Source: an optimization exercise on an open RTL-to-GDS flow (aim: small area, a short achievable clock period and few clock cycles per item). Production flows keep margins and buffers that such runs may drop. In this exercise RTL edits were held to simulation tests only and were not proved equivalent to the original.

// perm_table_builder
module perm_table_builder (
    input  wire        clk,
    input  wire        rst,       
    input  wire        start,     
    input  wire [63:0] seed,      
    input  wire [7:0]  rd_addr,
    output wire [7:0]  rd_data,   
    output reg         busy,
    output reg         valid
);
==> flow/config.mk <==
export PLATFORM = sky130hd
export DESIGN_NAME = perm_table_builder
export DESIGN_NICKNAME = perm_table_builder
export VERILOG_FILES = /design/flow/design.v
export SDC_FILE = /design/flow/constraint.sdc
export NUM_CORES = 8
export LEC_CHECK = 0
export CAP_MARGIN = 20
export CORE_MARGIN = 2
export CORE_UTILIZATION = 38
export CTS_CLUSTER_DIAMETER = 90
export CTS_CLUSTER_SIZE = 24
export PLACE_DENSITY = 0.5
export SETUP_SLACK_MARGIN = 5
export SLEW_MARGIN = 20
export SYNTH_HIERARCHICAL = 1
export SYNTH_MINIMUM_KEEP_SIZE = 0
export TNS_END_PERCENT = 20
==> flow/constraint.sdc <==
create_clock -name core_clock -period 13.5 [get_ports {clk}]
set_input_delay 2.7000 -clock core_clock [delete_from_list [all_inputs] [get_ports {clk}]]
set_output_delay 2.7000 -clock core_clock [all_outputs]
set_load 0.01 [all_outputs]
run.sh (not shown) runs the stock make flow with config.mk's settings and CLKGATE_MAP_FILE= SYNTH_SCRIPT=/design/flow/synth_recipe.tcl, a recipe that flattens the netlist after the stock synthesis.
The baseline ran to the end with no violations.
Testbench counts at the start, summed over its fixed seeds: cycles 4,384, builds 32.
Rerun with:
--- a/flow/config.mk
+++ b/flow/config.mk
@@ -6,5 +6,5 @@
 export NUM_CORES = 8
 export LEC_CHECK = 0
-export CAP_MARGIN = 20
+export CAP_MARGIN = 10
 export CORE_MARGIN = 2
 export CORE_UTILIZATION = 38
@@ -13,6 +13,5 @@
 export PLACE_DENSITY = 0.5
 export SETUP_SLACK_MARGIN = 5
-export SLEW_MARGIN = 20
+export SLEW_MARGIN = 10
 export SYNTH_HIERARCHICAL = 1
 export SYNTH_MINIMUM_KEEP_SIZE = 0
-export TNS_END_PERCENT = 20
Die area does not change.
Core utilization came out higher by 0.21 points.
Area after synthesis is unchanged.
Wire length hardly moves.
Final area goes up slightly.
Worst setup slack gains 250 ps.
Critical path depth shrinks by 2.
Via count grows slightly.
Hold slack degrades by 13 ps.
Non-clock buffer count went up by 70.
Rerun with:
--- a/flow/config.mk
+++ b/flow/config.mk
@@ -6,5 +6,5 @@
 export NUM_CORES = 8
 export LEC_CHECK = 0
-export CAP_MARGIN = 10
+export CAP_MARGIN = 20
 export CORE_MARGIN = 2
 export CORE_UTILIZATION = 38
@@ -12,6 +12,6 @@
 export CTS_CLUSTER_SIZE = 24
 export PLACE_DENSITY = 0.5
-export SETUP_SLACK_MARGIN = 5
-export SLEW_MARGIN = 10
+export SETUP_SLACK_MARGIN = 4.5
+export SLEW_MARGIN = 20
 export SYNTH_HIERARCHICAL = 1
 export SYNTH_MINIMUM_KEEP_SIZE = 0
What happened: The new run finished with timing, DRC and antenna clean; hold slack improves by 4.0 ps; wire length went down by about 3%; critical path depth does not change; core utilization went down by 0.61 points.
Rerun with:
--- a/flow/config.mk
+++ b/flow/config.mk
@@ -9,8 +9,8 @@
 export CORE_MARGIN = 2
 export CORE_UTILIZATION = 38
-export CTS_CLUSTER_DIAMETER = 90
-export CTS_CLUSTER_SIZE = 24
+export CTS_CLUSTER_DIAMETER = 100
+export CTS_CLUSTER_SIZE = 30
 export PLACE_DENSITY = 0.5
-export SETUP_SLACK_MARGIN = 4.5
+export SETUP_SLACK_MARGIN = 5
 export SLEW_MARGIN = 20
 export SYNTH_HIERARCHICAL = 1
The new run completed with no timing, DRC or antenna violations.
Hold slack degrades by 42 ps.
Die area stays the same.
Setup slack improves by 320 ps.
Synthesized area does not change.
Via count climbs by 0.76%.
First-iteration DRC count climbs by 3.5%.
Final area climbs by 1.3%.
Sequential share of layout area drops by 0.28 points.


perm_table_builder, a different RTL version from the one above (not shown whole).
For scale: ~22,000 cells after synthesis, ~2,800 flip-flops, ~85 I/O pins, roughly 230,000 µm² of cells after synthesis.
Settings: LEC_CHECK=0, CAP_MARGIN=20, CORE_MARGIN=2, CORE_UTILIZATION=38, CTS_CLUSTER_DIAMETER=90, CTS_CLUSTER_SIZE=24, PLACE_DENSITY=0.5, SETUP_SLACK_MARGIN=5, SLEW_MARGIN=20, SYNTH_HIERARCHICAL=1, SYNTH_MINIMUM_KEEP_SIZE=0; clock period 13.5 ns.
The starting point went through all stages and came out clean.
Testbench counts at the start, summed over its fixed seeds: cycles 4,384, builds 32.
Next try:
CORE_UTILIZATION = 42   (was 38)
CTS_CLUSTER_DIAMETER = 95   (was 90)
CTS_CLUSTER_SIZE = 26   (was 24)
PLACE_DENSITY = 0.55   (was 0.5)
Outcome:
- The changed run produced a clean layout
- wire length went down by 2.6%
- sequential share of layout area hardly moves
- clock-buffer cell count goes down by 24
- synthesized area stays the same
- non-clock buffer count rose by 118
- maximum frequency drops by 1.2%

## port drivers added, routing unchanged
The flow's constraints put no driver on any port. The routed layouts listed below were extracted and timed again, unchanged, in two steps. Step 1 assumes that a clkbuf_16 drives the clock port and a buf_2 every other input. Step 2 moves the port delays by t, midway between the first and last clock arrival at a register: inputs arrive t later, outputs are due t later. That takes back most of the time a late clock gives input paths. a / b / c = ideal ports / drivers / drivers and shift; a / b = the first two.
run | shift t [ns] | setup slack, ns | slew at the worst register clock pin (ns)
the first run of note 1 | 1.111 | 4.510 / 4.457 / 4.457 | 0.11 / 0.11
the second run of note 1 | 1.088 | 4.764 / 4.707 / 4.707 | 0.11 / 0.11
the third run of note 1 | 1.071 | 4.422 / 4.395 / 4.395 | 0.11 / 0.11
the fourth run of note 1 | 1.096 | 4.741 / 4.705 / 4.705 | 0.12 / 0.12
the first run of note 2 | 1.150 | 4.883 / 4.756 / 4.756 | 0.11 / 0.11
the second run of note 2 | 1.103 | 4.780 / 4.585 / 4.585 | 0.11 / 0.11
After both steps setup and hold are still met in every run listed. For the second run of note 2, which loses most, drivers alone change the setup slack by -0.195 ns; drivers and shift together by -0.195 ns.
